From an optimization exercise on the open Yosys and OpenROAD flow, aimed at small area and few clock cycles; shortcuts taken in it are not production practice. Function was checked by simulation only, so behaviour that the tests miss may differ from the original. Power figures rest on the tool's default switching activity, not on a simulated workload.

==> try-quartz <==
==> flow/design.v <==
module ice_node (
    input  wire        clk,
    input  wire        rst,
    input  wire        stored_addr_valid,
    input  wire [15:0] stored_addr,
    input  wire        channel_init_ok,
    input  wire        timer_arm_ok,
    input  wire [1:0]  thermal_status,
    input  wire        rx_valid,
    input  wire [7:0]  rx_data,
    output wire        rx_ready,
    input  wire        cmd_valid,
    input  wire [2:0]  cmd_op,
    input  wire [2:0]  cmd_idx,
    input  wire [15:0] cmd_dest,
    input  wire [15:0] cmd_x,
    input  wire [15:0] cmd_y,
    input  wire [15:0] cmd_z,
    output wire        cmd_ready,
    output wire        tx_valid,
    output wire [7:0]  tx_data,
    input  wire        tx_ready,
    output reg         rpt_valid,
    output reg  [7:0]  rpt_code,
    output wire [31:0] rpt_info,
    output wire        pwm_valid,
    output wire [2:0]  pwm_idx,
    output wire        pwm_ch,
    output wire [7:0]  pwm_level
);
    function [15:0] crc_step;
        input [15:0] crc;
        input [7:0]  b;
        reg   [7:0]  tmp;
        begin
            tmp      = crc[15:8] ^ b;
            tmp      = tmp ^ (tmp >> 4);
            crc_step = (crc << 8) ^ ({8'd0, tmp} << 12) ^ ({8'd0, tmp} << 5) ^ {8'd0, tmp};
        end
    endfunction
    localparam [15:0] CRC_AFTER_VER = 16'hF1D1;
    wire        boot_ok   = channel_init_ok & timer_arm_ok;
    wire [15:0] node_addr = stored_addr_valid ? stored_addr : 16'h0010;
    assign rx_ready = boot_ok & ~rst;
    wire   rx_fire  = rx_valid & rx_ready;
    reg    busy;          
    assign cmd_ready = boot_ok & ~rst & ~busy;
    wire   cmd_fire  = cmd_valid & cmd_ready;
    localparam [2:0] V_PEER  = 3'd0;    
    localparam [2:0] V_MAGIC = 3'd1;    
    localparam [2:0] V_OK    = 3'd2;    
    localparam [2:0] V_VER   = 3'd3;    
    localparam [2:0] V_ADDR  = 3'd4;    
    localparam [2:0] V_UNK   = 3'd5;    
    localparam [2:0] V_RANGE = 3'd6;    
    localparam [2:0] V_SOL   = 3'd7;    
    reg [3:0]  cnt;           
    reg [15:0] crc;
    reg [2:0]  v;
    reg        cb;            
    reg [31:0] info;          
    wire take = rx_fire & ((cnt != 4'd0) | (rx_data == 8'hC5));
    wire last = rx_fire & (cnt == 4'd15);
    wire [15:0] dest_rx  = {rx_data, info[7:0]};
    wire        addr_ok  = (dest_rx == 16'hFFFF) || (dest_rx == node_addr);
    wire        cb_now   = cb | (rx_data != crc[15:8]);
    wire        frame_ok = ~cb_now;      
    assign rpt_info = info;
    always @(posedge clk) begin
        if (rst) begin
            cnt <= 4'd0;
        end else if (take) begin
            cnt <= cnt + 4'd1;
        end
    end
    always @(posedge clk) begin
        if (take) begin
            if (cnt[3:2] == 2'b00)
                crc <= 16'hFFFF;
            else if (cnt <= 4'd13)
                crc <= crc_step(crc, rx_data);
        end
    end
    always @(posedge clk) begin
        if (take) begin
            case (cnt)
                4'd1: v <= (rx_data == 8'h34) ? V_OK : V_MAGIC;
                4'd3: if (v == V_OK && !addr_ok) v <= V_ADDR;
                4'd4: if ((v == V_OK || v == V_ADDR) && rx_data != 8'h01) v <= V_VER;
                4'd5: if (v == V_OK) v <= (rx_data == 8'h10) ? V_PEER :
                                          (rx_data == 8'h11) ? V_SOL : V_UNK;
                4'd6: if (v == V_SOL) v <= (rx_data < 8'd6)    ? V_OK :
                                          (rx_data == 8'hFF)   ? V_SOL : V_RANGE;
                4'd7, 4'd8: if (v == V_SOL && rx_data != 8'h00) v <= V_RANGE;
                default: ;
            endcase
        end
    end
    always @(posedge clk) begin
        if (take) begin
            if (cnt == 4'd14) cb <= (rx_data != crc[7:0]);
            if (cnt == 4'd15) cb <= cb_now;
        end
    end
    always @(posedge clk) begin
        if (rst) begin
            info <= 32'd0;
        end else if (take) begin
            case (cnt)
                4'd1: info <= {24'd0, rx_data};
                4'd2: if (v == V_OK) info[7:0]  <= rx_data;
                4'd3: if (v == V_OK) info[15:8] <= rx_data;
                4'd4: if ((v == V_OK || v == V_ADDR) && rx_data != 8'h01)
                          info[15:0] <= {8'd0, rx_data};
                4'd5: if (v == V_OK && rx_data != 8'h10 && rx_data != 8'h11)
                          info[15:0] <= {8'd0, rx_data};
                4'd6: begin
                    if (v == V_PEER) info[23:16] <= rx_data;
                    if (v == V_SOL)  info[15:0]  <= {8'd0, rx_data};
                end
                4'd7: if (v == V_PEER || v == V_OK) info[31:24] <= rx_data;
                4'd8: if (v == V_PEER || v == V_OK) info[15:8]  <= rx_data;
                4'd9: if (v == V_PEER) info[7:0] <= rx_data;
                4'd14: if (v != V_MAGIC && rx_data != crc[7:0])
                          info[23:0] <= {rx_data, crc};
                4'd15: if (v != V_MAGIC && cb_now) begin
                          info[31:24] <= rx_data;
                          if (!cb) info[23:0] <= {crc[7:0], crc};
                      end
                default: ;
            endcase
        end
    end
    always @(posedge clk) begin
        if (rst)
            rpt_valid <= ~boot_ok;
        else
            rpt_valid <= last && (cb_now || (v != V_OK && v != V_SOL));
    end
    always @(*) begin
        if (!boot_ok)
            rpt_code = channel_init_ok ? 8'hF1 : 8'hF0;
        else if (v == V_MAGIC)
            rpt_code = 8'h01;
        else if (cb)
            rpt_code = 8'h02;
        else
            rpt_code = {3'd0, v == V_PEER, 1'b0, v};
    end
    reg [5:0]  act_en;
    reg [5:0]  act_s;
    reg [7:0]  act_m [0:5];
    reg [11:0] pend;          
    wire do_set  = last && frame_ok && (v == V_OK);
    wire do_halt = last && frame_ok && (v == V_SOL);
    wire [2:0]  sid  = info[2:0];
    wire [15:0] sval = {info[15:8], info[31:24]};
    reg [7:0] new_m;
    always @(*) begin
        if (sval[15])
            new_m = (sval[15:8] == 8'hFF && sval[7:0] != 8'd0) ? (8'd0 - sval[7:0]) : 8'd255;
        else
            new_m = (sval[15:8] == 8'd0) ? sval[7:0] : 8'd255;
    end
    wire new_s = sval[15];
    reg [3:0] psel;
    integer p;
    always @(*) begin
        psel = 4'd0;
        for (p = 11; p >= 0; p = p - 1)
            if (pend[p]) psel = p[3:0];
    end
    wire       pend_any = (pend != 12'd0);
    wire [2:0] ridx     = pend_any ? psel[3:1] : sid;
    wire [7:0] rd_m     = act_m[ridx];
    wire       rd_s     = act_s[ridx];
    assign pwm_valid = pend_any;
    assign pwm_idx   = psel[3:1];
    assign pwm_ch    = psel[0];
    assign pwm_level = (psel[0] == rd_s) ? rd_m : 8'd0;
    wire [7:0] old_hi = rd_s  ? 8'd0 : rd_m;
    wire [7:0] old_lo = rd_s  ? rd_m : 8'd0;
    wire [7:0] new_hi = new_s ? 8'd0 : new_m;
    wire [7:0] new_lo = new_s ? new_m : 8'd0;
    integer i;
    always @(posedge clk) begin
        if (rst) begin
            act_en <= 6'h3F;
            pend   <= 12'd0;
            for (i = 0; i < 6; i = i + 1)
                act_m[i] <= 8'd0;
        end else begin
            if (pend_any)
                pend[psel] <= 1'b0;
            if (do_halt) begin
                for (i = 0; i < 6; i = i + 1)
                    if (act_en[i] && act_m[i] != 8'd0) begin
                        act_m[i] <= 8'd0;
                        pend[2*i + act_s[i]] <= 1'b1;
                    end
            end else if (do_set) begin
                for (i = 0; i < 6; i = i + 1)
                    if (sid == i && act_en[i]) begin
                        act_m[i]    <= new_m;
                        act_s[i]    <= new_s;
                        pend[2*i]   <= (old_hi != new_hi);
                        pend[2*i+1] <= (old_lo != new_lo);
                    end
            end
            if (cmd_fire && cmd_op[2:1] == 2'b00 && cmd_idx < 3'd6)
                act_en[cmd_idx] <= ~cmd_op[0];
        end
    end
    reg [3:0]  tc;
    reg [1:0]  ttype;         
    reg [1:0]  th;
    reg [15:0] tcrc;          
    reg [15:0] tx_x, tx_y, tx_z;
    assign tx_valid = busy;
    wire ann   = (ttype == 2'd0);
    wire accel = (ttype == 2'd3);
    reg [7:0] txd;
    always @(*) begin
        case (tc)
            4'd0:  txd = 8'hC5;
            4'd1:  txd = 8'h34;
            4'd2:  txd = tcrc[7:0];
            4'd3:  txd = tcrc[15:8];
            4'd4:  txd = 8'h01;
            4'd5:  txd = {6'b000100, ttype};
            4'd6:  txd = ann ? node_addr[7:0]  : tx_x[7:0];
            4'd7:  txd = ann ? node_addr[15:8] : tx_x[15:8];
            4'd8:  txd = ann ? 8'h12 : accel ? tx_y[7:0]  : 8'd0;
            4'd9:  txd = ann ? {6'd0, th} : accel ? tx_y[15:8] : 8'd0;
            4'd10: txd = accel ? tx_z[7:0]  : 8'd0;
            4'd11: txd = accel ? tx_z[15:8] : 8'd0;
            4'd14: txd = tcrc[7:0];
            4'd15: txd = tcrc[15:8];
            default: txd = 8'd0;
        endcase
    end
    assign tx_data = txd;
    always @(posedge clk) begin
        if (rst) begin
            busy  <= boot_ok;
            tc    <= 4'd0;
            ttype <= 2'd0;
            th    <= thermal_status;
            tcrc  <= 16'hFFFF;
        end else if (busy) begin
            if (tx_ready) begin
                tc <= tc + 4'd1;
                if (tc == 4'd15)
                    busy <= 1'b0;
                if (tc == 4'd4)
                    tcrc <= CRC_AFTER_VER;
                else if (tc >= 4'd5 && tc <= 4'd13)
                    tcrc <= crc_step(tcrc, txd);
            end
        end else if (cmd_fire) begin
            case (cmd_op)
                3'd2, 3'd5: begin
                    busy  <= 1'b1;
                    ttype <= 2'd0;
                    th    <= thermal_status;
                    tcrc  <= 16'hFFFF;
                end
                3'd3, 3'd4: begin
                    busy  <= 1'b1;
                    ttype <= {1'b1, cmd_op[2]};
                    tcrc  <= cmd_dest;
                end
                default: ;
            endcase
        end
    end
    always @(posedge clk) begin
        if (cmd_fire) begin
            tx_x <= cmd_x;
            tx_y <= cmd_y;
            tx_z <= cmd_z;
        end
    end
endmodule
==> flow/run.sh <==
#!/bin/bash
# synth_recipe.tcl (not shown) runs the flow's synth.tcl, then flattens the netlist and writes it again
# the make line also repeats each setting of config.mk as NAME=value (left out here)
make -C /OpenROAD-flow-scripts/flow DESIGN_CONFIG=/design/flow/config.mk WORK_HOME=/design/flow/orfs CLKGATE_MAP_FILE= SYNTH_SCRIPT=/design/flow/synth_recipe.tcl finish
==> flow/config.mk <==
export PLATFORM = sky130hd
export DESIGN_NAME = ice_node
export DESIGN_NICKNAME = ice_node
export VERILOG_FILES = /design/flow/design.v
export SDC_FILE = /design/flow/constraint.sdc
export NUM_CORES = 4
export LEC_CHECK = 0
export CAP_MARGIN = 20
export CORE_MARGIN = 2
export CORE_UTILIZATION = 40
export PLACE_DENSITY = 0.6
export SLEW_MARGIN = 20
==> flow/constraint.sdc <==
create_clock -name core_clock -period 6.5 [get_ports {clk}]
set_input_delay 1.3000 -clock core_clock [delete_from_list [all_inputs] [get_ports {clk}]]
set_output_delay 1.3000 -clock core_clock [all_outputs]
set_load 0.01 [all_outputs]
==> try-garnet (differences from try-quartz) <==
--- a/flow/design.v
+++ b/flow/design.v
@@ -46,3 +46,5 @@
     reg    busy;          
-    assign cmd_ready = boot_ok & ~rst & ~busy;
+    reg [3:0] cnt;        
+    reg    hq, hm;        
+    assign cmd_ready = boot_ok & ~rst & ~busy & ~hq & ~hm & ~(rx_valid & (cnt == 4'd15));
     wire   cmd_fire  = cmd_valid & cmd_ready;
@@ -56,3 +58,2 @@
     localparam [2:0] V_SOL   = 3'd7;    
-    reg [3:0]  cnt;           
     reg [15:0] crc;
@@ -111,3 +112,3 @@
                 4'd2: if (v == V_OK) info[7:0]  <= rx_data;
-                4'd3: if (v == V_OK) info[15:8] <= rx_data;
+                4'd3: if (v == V_OK && !addr_ok) info[15:8] <= rx_data;
                 4'd4: if ((v == V_OK || v == V_ADDR) && rx_data != 8'h01)
@@ -115,6 +116,6 @@
                 4'd5: if (v == V_OK && rx_data != 8'h10 && rx_data != 8'h11)
-                          info[15:0] <= {8'd0, rx_data};
+                          info[7:0] <= rx_data;
                 4'd6: begin
                     if (v == V_PEER) info[23:16] <= rx_data;
-                    if (v == V_SOL)  info[15:0]  <= {8'd0, rx_data};
+                    if (v == V_SOL)  info[7:0]   <= rx_data;
                 end
@@ -150,5 +151,11 @@
     reg [5:0]  act_en;
-    reg [5:0]  act_s;
-    reg [7:0]  act_m [0:5];
-    reg [11:0] pend;          
+    reg [7:0]  rm [0:5];      
+    reg [5:0]  rs;            
+    reg [2:0]  ap;            
+    reg        hz;            
+    reg        sq;            
+    reg        ph, pl;        
+    reg [2:0]  p_id;          
+    reg [7:0]  p_m;
+    reg        p_s;
     wire do_set  = last && frame_ok && (v == V_OK);
@@ -164,23 +171,35 @@
     end
-    wire new_s = sval[15];
-    reg [3:0] psel;
-    integer p;
+    wire       at_end = (ap == 3'd5);
+    wire [7:0] h_m    = rm[0];
+    wire       h_s    = rs[0];
+    wire       h_nz   = (h_m != 8'd0);
+    wire       h_ev   = hm & act_en[ap] & h_nz;
+    wire       s_hit  = sq & (ap == p_id);
+    wire p_nz  = (p_m != 8'd0);
+    wire eq_m  = (h_m == p_m);
+    wire hi_ev = (h_s == p_s) ? (~h_s & ~eq_m) : (h_s ? p_nz : h_nz);
+    wire lo_ev = (h_s == p_s) ? ( h_s & ~eq_m) : (h_s ? h_nz : p_nz);
+    assign pwm_valid = h_ev | ph | pl;
+    assign pwm_idx   = hm ? ap : p_id;
+    assign pwm_ch    = hm ? h_s : ~ph;
+    assign pwm_level = (hm || (pwm_ch != p_s)) ? 8'd0 : p_m;
+    reg [7:0] t_m;
+    reg       t_s;
     always @(*) begin
-        psel = 4'd0;
-        for (p = 11; p >= 0; p = p - 1)
-            if (pend[p]) psel = p[3:0];
-    end
-    wire       pend_any = (pend != 12'd0);
-    wire [2:0] ridx     = pend_any ? psel[3:1] : sid;
-    wire [7:0] rd_m     = act_m[ridx];
-    wire       rd_s     = act_s[ridx];
-    assign pwm_valid = pend_any;
-    assign pwm_idx   = psel[3:1];
-    assign pwm_ch    = psel[0];
-    assign pwm_level = (psel[0] == rd_s) ? rd_m : 8'd0;
-    wire [7:0] old_hi = rd_s  ? 8'd0 : rd_m;
-    wire [7:0] old_lo = rd_s  ? rd_m : 8'd0;
-    wire [7:0] new_hi = new_s ? 8'd0 : new_m;
-    wire [7:0] new_lo = new_s ? new_m : 8'd0;
+        t_m = h_m;
+        t_s = h_s;
+        if (hz || h_ev)
+            t_m = 8'd0;
+        else if (s_hit) begin
+            t_m = p_m;
+            t_s = p_s;
+        end
+    end
     integer i;
+    always @(posedge clk) begin
+        for (i = 0; i < 5; i = i + 1)
+            rm[i] <= rm[i+1];
+        rm[5] <= t_m;
+        rs    <= {t_s, rs[5:1]};
+    end
     always @(posedge clk) begin
@@ -188,23 +207,29 @@
             act_en <= 6'h3F;
-            pend   <= 12'd0;
-            for (i = 0; i < 6; i = i + 1)
-                act_m[i] <= 8'd0;
+            ap     <= 3'd0;
+            hz     <= 1'b1;
+            hq     <= 1'b0;
+            hm     <= 1'b0;
+            sq     <= 1'b0;
+            ph     <= 1'b0;
+            pl     <= 1'b0;
         end else begin
-            if (pend_any)
-                pend[psel] <= 1'b0;
-            if (do_halt) begin
-                for (i = 0; i < 6; i = i + 1)
-                    if (act_en[i] && act_m[i] != 8'd0) begin
-                        act_m[i] <= 8'd0;
-                        pend[2*i + act_s[i]] <= 1'b1;
-                    end
-            end else if (do_set) begin
-                for (i = 0; i < 6; i = i + 1)
-                    if (sid == i && act_en[i]) begin
-                        act_m[i]    <= new_m;
-                        act_s[i]    <= new_s;
-                        pend[2*i]   <= (old_hi != new_hi);
-                        pend[2*i+1] <= (old_lo != new_lo);
-                    end
+            ap <= at_end ? 3'd0 : ap + 3'd1;
+            if (at_end) begin
+                hz <= 1'b0;
+                hm <= hq;
+                hq <= 1'b0;
             end
+            if (ph)
+                ph <= 1'b0;
+            else
+                pl <= 1'b0;
+            if (s_hit) begin
+                sq <= 1'b0;
+                ph <= hi_ev;
+                pl <= lo_ev;
+            end
+            if (do_halt)
+                hq <= 1'b1;
+            if (do_set && act_en[sid])
+                sq <= 1'b1;
             if (cmd_fire && cmd_op[2:1] == 2'b00 && cmd_idx < 3'd6)
@@ -213,5 +238,11 @@
     end
+    always @(posedge clk) begin
+        if (do_set) begin
+            p_id <= sid;
+            p_m  <= new_m;
+            p_s  <= sval[15];
+        end
+    end
     reg [3:0]  tc;
     reg [1:0]  ttype;         
-    reg [1:0]  th;
     reg [15:0] tcrc;          
@@ -233,3 +264,3 @@
             4'd8:  txd = ann ? 8'h12 : accel ? tx_y[7:0]  : 8'd0;
-            4'd9:  txd = ann ? {6'd0, th} : accel ? tx_y[15:8] : 8'd0;
+            4'd9:  txd = ann ? {6'd0, tx_y[9:8]} : accel ? tx_y[15:8] : 8'd0;
             4'd10: txd = accel ? tx_z[7:0]  : 8'd0;
@@ -247,3 +278,2 @@
             ttype <= 2'd0;
-            th    <= thermal_status;
             tcrc  <= 16'hFFFF;
@@ -264,4 +294,3 @@
                     ttype <= 2'd0;
-                    th    <= thermal_status;
-                    tcrc  <= 16'hFFFF;
+                            tcrc  <= 16'hFFFF;
                 end
@@ -276,6 +305,7 @@
     end
-    always @(posedge clk) begin
-        if (cmd_fire) begin
+    wire ann_op = (cmd_op == 3'd2) || (cmd_op == 3'd5);
+    always @(posedge clk) begin
+        if (rst || cmd_fire) begin
             tx_x <= cmd_x;
-            tx_y <= cmd_y;
+            tx_y <= {cmd_y[15:10], (rst || ann_op) ? thermal_status : cmd_y[9:8], cmd_y[7:0]};
             tx_z <= cmd_z;
==> flow/flow/run.sh (new file) <==
#!/bin/bash
# Standard layout, with the port buffers made of the smallest buffer cell
# and a clock tree of clkbuf_8 leaves under a clkbuf_16 root.
set -euo pipefail
export BUFFER_PORTS_ARGS="-buffer_cell sky130_fd_sc_hd__buf_1"
export CTS_ARGS="-sink_clustering_enable -repair_clock_nets -buf_list sky130_fd_sc_hd__clkbuf_8 -root_buf sky130_fd_sc_hd__clkbuf_16"
bash standard.sh > standard.log 2>&1
==> flow/standard.sh (new file) <==
#!/bin/bash
# synth_recipe.tcl (not shown) runs the flow's synth.tcl, then flattens the netlist and writes it again
# the make line also repeats each setting of config.mk as NAME=value (left out here)
make -C /OpenROAD-flow-scripts/flow DESIGN_CONFIG=/design/flow/config.mk WORK_HOME=/design/flow/orfs CLKGATE_MAP_FILE= SYNTH_SCRIPT=/design/flow/synth_recipe.tcl "${@:-finish}"
removed: flow/run.sh
==> try-onyx (differences from try-quartz) <==
--- a/flow/design.v
+++ b/flow/design.v
@@ -46,3 +46,5 @@
     reg    busy;          
-    assign cmd_ready = boot_ok & ~rst & ~busy;
+    reg [3:0] cnt;        
+    reg    hm;
+    assign cmd_ready = boot_ok & ~rst & ~busy & ~hm & ~(rx_valid & (cnt == 4'd15));
     wire   cmd_fire  = cmd_valid & cmd_ready;
@@ -56,3 +58,2 @@
     localparam [2:0] V_SOL   = 3'd7;    
-    reg [3:0]  cnt;           
     reg [15:0] crc;
@@ -152,3 +153,5 @@
     reg [7:0]  act_m [0:5];
-    reg [11:0] pend;          
+    reg [2:0]  hk;            
+    reg        hz;            
+    reg        ph, pl;        
     wire do_set  = last && frame_ok && (v == V_OK);
@@ -164,22 +167,19 @@
     end
-    wire new_s = sval[15];
-    reg [3:0] psel;
-    integer p;
-    always @(*) begin
-        psel = 4'd0;
-        for (p = 11; p >= 0; p = p - 1)
-            if (pend[p]) psel = p[3:0];
-    end
-    wire       pend_any = (pend != 12'd0);
-    wire [2:0] ridx     = pend_any ? psel[3:1] : sid;
-    wire [7:0] rd_m     = act_m[ridx];
-    wire       rd_s     = act_s[ridx];
-    assign pwm_valid = pend_any;
-    assign pwm_idx   = psel[3:1];
-    assign pwm_ch    = psel[0];
-    assign pwm_level = (psel[0] == rd_s) ? rd_m : 8'd0;
-    wire [7:0] old_hi = rd_s  ? 8'd0 : rd_m;
-    wire [7:0] old_lo = rd_s  ? rd_m : 8'd0;
-    wire [7:0] new_hi = new_s ? 8'd0 : new_m;
-    wire [7:0] new_lo = new_s ? new_m : 8'd0;
+    wire new_s  = sval[15];
+    wire new_nz = (sval != 16'd0);
+    wire [2:0] ridx  = hm ? hk : sid;
+    wire [7:0] rd_m  = act_m[ridx];
+    wire       rd_s  = act_s[ridx];
+    wire       rd_en = act_en[ridx];
+    wire       old_nz = (rd_m != 8'd0);
+    wire       h_ev   = hm & ~hz & rd_en & old_nz;
+    assign pwm_valid = h_ev | ph | pl;
+    assign pwm_idx   = ridx;
+    assign pwm_ch    = hm ? rd_s : ~ph;
+    assign pwm_level = (hm || (pwm_ch != rd_s)) ? 8'd0 : rd_m;
+    wire eq_m   = (rd_m == new_m);
+    wire hi_ev  = (rd_s == new_s) ? (~rd_s & ~eq_m) : (rd_s ? new_nz : old_nz);
+    wire lo_ev  = (rd_s == new_s) ? ( rd_s & ~eq_m) : (rd_s ? old_nz : new_nz);
+    wire       wr    = h_ev | hz | (do_set & rd_en);
+    wire [7:0] wdata = hm ? 8'd0 : new_m;
     integer i;
@@ -188,23 +188,31 @@
             act_en <= 6'h3F;
-            pend   <= 12'd0;
+            hm     <= 1'b1;
+            hk     <= 3'd0;
+            hz     <= 1'b1;
+            ph     <= 1'b0;
+            pl     <= 1'b0;
+        end else begin
+            if (ph)
+                ph <= 1'b0;
+            else
+                pl <= 1'b0;
+            if (hm) begin
+                hk <= hk + 3'd1;
+                if (hk == 3'd5) begin
+                    hm <= 1'b0;
+                    hz <= 1'b0;
+                end
+            end else if (do_halt) begin
+                hm <= 1'b1;
+                hk <= 3'd0;
+            end
+            if (do_set && rd_en) begin
+                ph <= hi_ev;
+                pl <= lo_ev;
+            end
             for (i = 0; i < 6; i = i + 1)
-                act_m[i] <= 8'd0;
-        end else begin
-            if (pend_any)
-                pend[psel] <= 1'b0;
-            if (do_halt) begin
-                for (i = 0; i < 6; i = i + 1)
-                    if (act_en[i] && act_m[i] != 8'd0) begin
-                        act_m[i] <= 8'd0;
-                        pend[2*i + act_s[i]] <= 1'b1;
-                    end
-            end else if (do_set) begin
-                for (i = 0; i < 6; i = i + 1)
-                    if (sid == i && act_en[i]) begin
-                        act_m[i]    <= new_m;
-                        act_s[i]    <= new_s;
-                        pend[2*i]   <= (old_hi != new_hi);
-                        pend[2*i+1] <= (old_lo != new_lo);
-                    end
-            end
+                if (wr && ridx == i) begin
+                    act_m[i] <= wdata;
+                    if (!hm) act_s[i] <= new_s;
+                end
             if (cmd_fire && cmd_op[2:1] == 2'b00 && cmd_idx < 3'd6)
@@ -215,3 +223,2 @@
     reg [1:0]  ttype;         
-    reg [1:0]  th;
     reg [15:0] tcrc;          
@@ -233,3 +240,3 @@
             4'd8:  txd = ann ? 8'h12 : accel ? tx_y[7:0]  : 8'd0;
-            4'd9:  txd = ann ? {6'd0, th} : accel ? tx_y[15:8] : 8'd0;
+            4'd9:  txd = ann ? {6'd0, tx_y[9:8]} : accel ? tx_y[15:8] : 8'd0;
             4'd10: txd = accel ? tx_z[7:0]  : 8'd0;
@@ -247,3 +254,2 @@
             ttype <= 2'd0;
-            th    <= thermal_status;
             tcrc  <= 16'hFFFF;
@@ -264,4 +270,3 @@
                     ttype <= 2'd0;
-                    th    <= thermal_status;
-                    tcrc  <= 16'hFFFF;
+                            tcrc  <= 16'hFFFF;
                 end
@@ -276,6 +281,7 @@
     end
-    always @(posedge clk) begin
-        if (cmd_fire) begin
+    wire ann_op = (cmd_op == 3'd2) || (cmd_op == 3'd5);
+    always @(posedge clk) begin
+        if (rst || cmd_fire) begin
             tx_x <= cmd_x;
-            tx_y <= cmd_y;
+            tx_y <= {cmd_y[15:10], (rst || ann_op) ? thermal_status : cmd_y[9:8], cmd_y[7:0]};
             tx_z <= cmd_z;
==> flow/flow/run.sh (new file) <==
#!/bin/bash
# Standard layout, with the port buffers made of the smallest buffer cell.
set -euo pipefail
export BUFFER_PORTS_ARGS="-buffer_cell sky130_fd_sc_hd__buf_1"
bash standard.sh > standard.log 2>&1
==> flow/standard.sh (new file) <==
#!/bin/bash
# synth_recipe.tcl (not shown) runs the flow's synth.tcl, then flattens the netlist and writes it again
# the make line also repeats each setting of config.mk as NAME=value (left out here)
make -C /OpenROAD-flow-scripts/flow DESIGN_CONFIG=/design/flow/config.mk WORK_HOME=/design/flow/orfs CLKGATE_MAP_FILE= SYNTH_SCRIPT=/design/flow/synth_recipe.tcl "${@:-finish}"
removed: flow/run.sh
==> implementation parameters <==
Parameter                              Value

Status
  Status ... no timing/DRC/antenna violations

Pwr
  Power dissipated in combinational cells ... 288 uW
  Power density of the placed cells ... 252 nW/um2

Yosys
  Largest family of logic cells by synthesized area ... compound AO/OA/AOI/OAI gates
  Compound-gate portion of the synthesized area ... 19.1%
  Mapped Cells ... 1,133

Floorplanning
  Area enclosed by the die boundary ... 28,300 um2

Timing
  Max-Slew Margin vs Limit ... 35.3%
  Worst hold slack after final layout ... 325 ps

Worst setup path
  Stage delay of the slowest cell on the critical path ... 520 ps

Drt
  Routed wire length ... 31,300 um

Finish
  Multi-input logic cell count ... 806
Source of the figures above: try-garnet

==> implementation parameters <==
Parameter                              Value

Timing
  Max-Slew Margin vs Limit ... 28.5%
  Worst hold slack after final layout ... 483 ps

Pwr
  Power density of the placed cells ... 229 nW/um2

Status
  Status ... no timing/DRC/antenna violations

Yosys
  Most area-consuming cells after synthesis ... sky130_fd_sc_hd__edfxtp_1 (33%), sky130_fd_sc_hd__dfxtp_1 (13%), sky130_fd_sc_hd__xnor2_1 (4.9%)
  Compound-gate portion of the synthesized area ... 19.8%
  Largest family of logic cells by synthesized area ... compound AO/OA/AOI/OAI gates

Finish
  Multi-input logic cell count ... 876
  Biggest area consumer among cell classes ... multi-input combinational cells

Worst setup path
  Stage delay of the slowest cell on the critical path ... 620 ps

Floorplanning
  Area enclosed by the die boundary ... 29,400 um2

Drt
  Routed wire length ... 32,900 um
Source of the figures above: try-onyx

==> implementation parameters <==
Parameter                              Value

Yosys
  Largest family of logic cells by synthesized area ... simple AND/OR/NAND/NOR gates
  Compound-gate portion of the synthesized area ... 22.4%
  Fraction of synthesized cell area taken by the top area cell type ... 20.9%

Finish
  Non-clock buffer instance count of the final layout ... 182
  Most common cell after layout, fill and taps aside ... sky130_fd_sc_hd__nor2_1

Floorplanning
  Area enclosed by the die boundary ... 31,600 um2

Pwr
  Power dissipated in combinational cells ... 276 uW

Drt
  Routed wire length ... 39,600 um

Status
  Status ... no timing/DRC/antenna violations

Timing
  Max-Slew Margin vs Limit ... 24.1%

Hold path
  Worst hold stages ... 2
Source of the figures above: try-quartz

Testbench counts of try-quartz, summed over its fixed seeds: cycles 13,116.
Testbench counts of try-garnet, summed over its fixed seeds: cycles 13,129.
Testbench counts of try-onyx, summed over its fixed seeds: cycles 13,119.

==> separate check: timing with driven ports <==
In the flow no input, the clock included, has a driving cell. The finished layouts below were timed again as built, in two steps.
Step 1, drivers: a clkbuf_16 drives clk and a buf_2 each remaining input, both assumed.
Step 2 also shifts input and output timing later by t, the mid clock arrival at the registers, as if the neighbouring blocks saw the same clock.
a / b / c = no drivers / after step 1 / after step 2; a / b = the first two.
run | t (ns) | setup WS [ns] | worst hold slack (ns)
try-quartz | 0.570 | 0.961 / 0.910 / 1.322 | 0.486 / 0.486 / 0.486
try-garnet | 0.530 | 2.276 / 2.229 / 2.235 | 0.325 / 0.325 / 0.325
try-onyx | 0.491 | 1.356 / 1.305 / 1.584 | 0.483 / 0.483 / 0.483
After both steps every run listed still meets setup and hold. For try-garnet, which loses most, drivers alone change the setup slack by -0.047 ns; drivers and shift together by -0.041 ns.
